Context: an optimization exercise on an open-source flow, tuned for small area, a short achievable clock period and few clock cycles. The choices shown serve that exercise and are no tape-out recipe.
Function was checked by simulation only, so behaviour that the tests miss may differ from the original.
No activity file was given, so power comes from the tool's default toggle rates.

run A:
## crc16m
module crc16m (
    input  wire        clk,
    input  wire        rst,
    input  wire        bus_valid,
    input  wire        bus_write,
    input  wire [7:0]  bus_addr,
    input  wire [2:0]  bus_size,
    input  wire [31:0] bus_wdata,
    output wire        bus_ready,
    output reg  [31:0] bus_rdata,
    output wire        bus_err,
    input  wire        rx_valid,
    input  wire        rx_lerr,
    input  wire [7:0]  rx_data,
    output wire        rx_ready,
    output wire        tx_valid,
    output wire [7:0]  tx_data,
    input  wire        tx_ready,
    output wire        tx_busy,
    output wire        irq,
    output wire [22:0] linecfg
);
    localparam RXCAP = 64;
    localparam TXCAP = 32;
    localparam [31:0] ID_VALUE = 32'h43524D31;
    localparam [22:0] LINECFG_RESET = 23'h080060;
    localparam [1:0] M_IDLE = 2'd0, M_FIXED = 2'd1, M_HUNT = 2'd2, M_OPEN = 2'd3;
    localparam [7:0] A_ID = 8'h00, A_CAP = 8'h04, A_STATUS = 8'h08, A_IRQEN = 8'h0C,
                     A_CMD = 8'h10, A_CRC_DIN = 8'h14, A_CRC_VAL = 8'h18,
                     A_TX_DATA = 8'h1C, A_TX_RAW = 8'h20, A_TX_LVL = 8'h24,
                     A_TX_CRC = 8'h28, A_RX_DATA = 8'h2C, A_RX_PTR = 8'h30,
                     A_RX_CRC = 8'h34, A_RX_MODE = 8'h38, A_RX_DISC = 8'h3C,
                     A_LINECFG = 8'h40;
    function [15:0] crc_step;
        input [15:0] c;
        input [7:0]  b;
        integer k;
        reg [15:0] t;
        begin
            t = c ^ {8'h00, b};
            for (k = 0; k < 8; k = k + 1)
                t = t[0] ? ((t >> 1) ^ 16'hA001) : (t >> 1);
            crc_step = t;
        end
    endfunction
    function [15:0] mulx;
        input [15:0] v;
        begin
            mulx = v[0] ? ((v >> 1) ^ 16'hA001) : (v >> 1);
        end
    endfunction
    reg [15:0] crc;
    reg [15:0] tx_crc;
    reg [7:0]  txq [0:TXCAP-1];
    reg [4:0]  tx_head;
    reg [5:0]  tx_cnt;
    reg [7:0]  rxb [0:RXCAP-1];
    reg [5:0]  rx_head;
    reg [6:0]  rx_cnt;
  ...
Size: ~980 flip-flops, ~130 I/O pins, ~44000 um^2 of cells after synthesis.
Settings: LEC_CHECK=0, CAP_MARGIN=20, CORE_MARGIN=2, CORE_UTILIZATION=40, CTS_CLUSTER_DIAMETER=100, CTS_CLUSTER_SIZE=16, PLACE_DENSITY=0.6, SETUP_SLACK_MARGIN=2.5, SLEW_MARGIN=20, BUFFER_PORTS_ARGS=-buffer_cell sky130_fd_sc_hd__buf_2; clock period 7.0 ns.
standard.sh (not shown) runs the stock make flow with config.mk's settings and CLKGATE_MAP_FILE= SYNTH_SCRIPT=/design/flow/synth_recipe.tcl, a recipe that flattens the netlist after the stock synthesis.
==> flow/flow/run.sh <==
#!/bin/bash
# Standard layout, except that the port buffers are buf_2 cells rather than
# the default (a slow delay-buffer cell that the resizer cannot swap out).
set -o pipefail
echo 'export BUFFER_PORTS_ARGS = -buffer_cell sky130_fd_sc_hd__buf_2' >> config.mk
export BUFFER_PORTS_ARGS="-buffer_cell sky130_fd_sc_hd__buf_2"
bash standard.sh 2>&1 | tee standard.log
Run A finished all stages; the layout is clean.
Testbench counts of run A, summed over its fixed seeds: cycles 20,467.
What run B does differently from run A at the input level:
- clearing CTS_CLUSTER_SIZE, which used to be 16
- clearing CTS_CLUSTER_DIAMETER, which used to be 100
- Run B went all the way through the flow, and no timing, DRC or antenna check failed.
- Changes observed in run B relative to run A: wire length of the first global-routing pass held steady, post-route cell area went up by 1.9%.
- Diff run A -> run B: deepest clock path buffer count ~0 delta; number of filler cells placed in the layout decreased about 0.9%; setup slack down 0.13 ns.
- Multi-input gate share of total cell area is lower on run B
- The run showing the greater non-clock buffer count is run A.
- Final period utilization ended up 1.8 points higher on run B than on run A.
- The number of global-route vias before repair of run B exceeds that of run A by 1.3%.
- Min total power after layout across run A and run B: run A
- Post-CTS setup-driven buffer insertion count for run B is lower than for run A.
diff inputs: run B => run C
- BUFFER_PORTS_ARGS: -buffer_cell sky130_fd_sc_hd__buf_2 -> unset
==> flow/run.sh (new file) <==
#!/bin/bash
# synth_recipe.tcl (not shown) runs the flow's synth.tcl, then flattens the netlist and writes it again
# the make line also repeats each setting of config.mk as NAME=value (left out here)
make -C /OpenROAD-flow-scripts/flow DESIGN_CONFIG=/design/flow/config.mk WORK_HOME=/design/flow/orfs CLKGATE_MAP_FILE= SYNTH_SCRIPT=/design/flow/synth_recipe.tcl finish
removed: flow/flow/run.sh
removed: flow/standard.sh
### Flow results
Multi-input combinational gate total delta (run B -> run C): insignificant. Run C vs. run B: all-layer global routing usage stayed essentially flat, slew at the pin closest to its max-slew limit lost 0.13 ns. Run C vs. run B: worst setup slack went up by 0.12 ns. Compared run C vs run B, and final instance area is up in run C. Going from run B to run C, number of global-route vias before repair neither gained nor lost much; sequential-cell power consumption neither gained nor lost much; wire length neither gained nor lost much.


crc16m again, from the RTL that the note above started with.
==> flow/config.mk <==
export PLATFORM = sky130hd
export DESIGN_NAME = crc16m
export DESIGN_NICKNAME = crc16m
export VERILOG_FILES = /design/flow/design.v
export SDC_FILE = /design/flow/constraint.sdc
export NUM_CORES = 4
export LEC_CHECK = 0
export CAP_MARGIN = 20
export CORE_MARGIN = 2
export CORE_UTILIZATION = 40
export CTS_CLUSTER_DIAMETER = 100
export CTS_CLUSTER_SIZE = 20
export PLACE_DENSITY = 0.6
export SETUP_SLACK_MARGIN = 2.5
export SLEW_MARGIN = 20
export BUFFER_PORTS_ARGS = -buffer_cell sky130_fd_sc_hd__buf_2
==> flow/constraint.sdc <==
create_clock -name core_clock -period 7.0 [get_ports {clk}]
set_input_delay 1.4000 -clock core_clock [delete_from_list [all_inputs] [get_ports {clk}]]
set_output_delay 1.4000 -clock core_clock [all_outputs]
set_load 0.01 [all_outputs]
==> flow/flow/run.sh <==
#!/bin/bash
# Standard layout, except that the port buffers are buf_2 cells rather than
# the default (a slow delay-buffer cell that the resizer cannot swap out).
set -o pipefail
echo 'export BUFFER_PORTS_ARGS = -buffer_cell sky130_fd_sc_hd__buf_2' >> config.mk
export BUFFER_PORTS_ARGS="-buffer_cell sky130_fd_sc_hd__buf_2"
bash standard.sh 2>&1 | tee standard.log
Testbench counts at the start, summed over its fixed seeds: cycles 20,467.
Next try:
==> flow/run.sh (new file) <==
#!/bin/bash
# synth_recipe.tcl (not shown) runs the flow's synth.tcl, then flattens the netlist and writes it again
# the make line also repeats each setting of config.mk as NAME=value (left out here)
make -C /OpenROAD-flow-scripts/flow DESIGN_CONFIG=/design/flow/config.mk WORK_HOME=/design/flow/orfs CLKGATE_MAP_FILE= SYNTH_SCRIPT=/design/flow/synth_recipe.tcl finish
==> flow/config.mk (replaced) <==
export PLATFORM = sky130hd
export DESIGN_NAME = crc16m
export DESIGN_NICKNAME = crc16m
export VERILOG_FILES = /design/flow/design.v
export SDC_FILE = /design/flow/constraint.sdc
export NUM_CORES = 4
export LEC_CHECK = 0
export CAP_MARGIN = 20
export CORE_MARGIN = 2
export CORE_UTILIZATION = 60
export PLACE_DENSITY = 0.75
export SETUP_SLACK_MARGIN = 2.5
export SLEW_MARGIN = 20
removed: flow/flow/run.sh
removed: flow/standard.sh
The new run finished clean; final area is higher by 3.5%; final cell count goes down by 8.3%; power is higher by 17%; clock power came out higher by 54%; routed wire length rises by 3.6%; synthesized cell count is unchanged; critical path depth does not change; setup slack got worse by 0.089 ns; count of clock-buffer cells in the layout is higher by 30; non-clock buffer count rises by 27.

[re-timing with driven ports]
How much do the figures lean on ideal ports? The routed layouts below were timed once more, with nothing changed but the port constraints. Step 1 assumes that a clkbuf_16 drives the clock port and a buf_2 every other input. Step 2 times the ports against the registers' clock, not the clock port: input delays grow and output delays shrink by t, the midpoint of the rising clock arrivals with the driver on. Slacks: no drivers / after step 1 / after step 2; pairs: no drivers / after step 1.
run	t, ns	setup WS [ns]	clock arrival spread, ns	cell pins on the clock port's net
run A	0.724	2.119 / 2.045 / 1.881	0.032 / 0.033	1
run B	0.774	1.992 / 1.917 / 1.875	0.055 / 0.055	1
run C	0.758	2.116 / 2.044 / 1.743	0.037 / 0.037	1
the first run of note 2	0.747	2.071 / 1.997 / 1.896	0.040 / 0.040	1
the second run of note 2	0.738	1.982 / 1.913 / 1.691	0.084 / 0.085	1
After both steps setup and hold are still met in every run listed. For run C, which loses most, drivers alone change the setup slack by -0.072 ns; drivers and shift together by -0.373 ns.
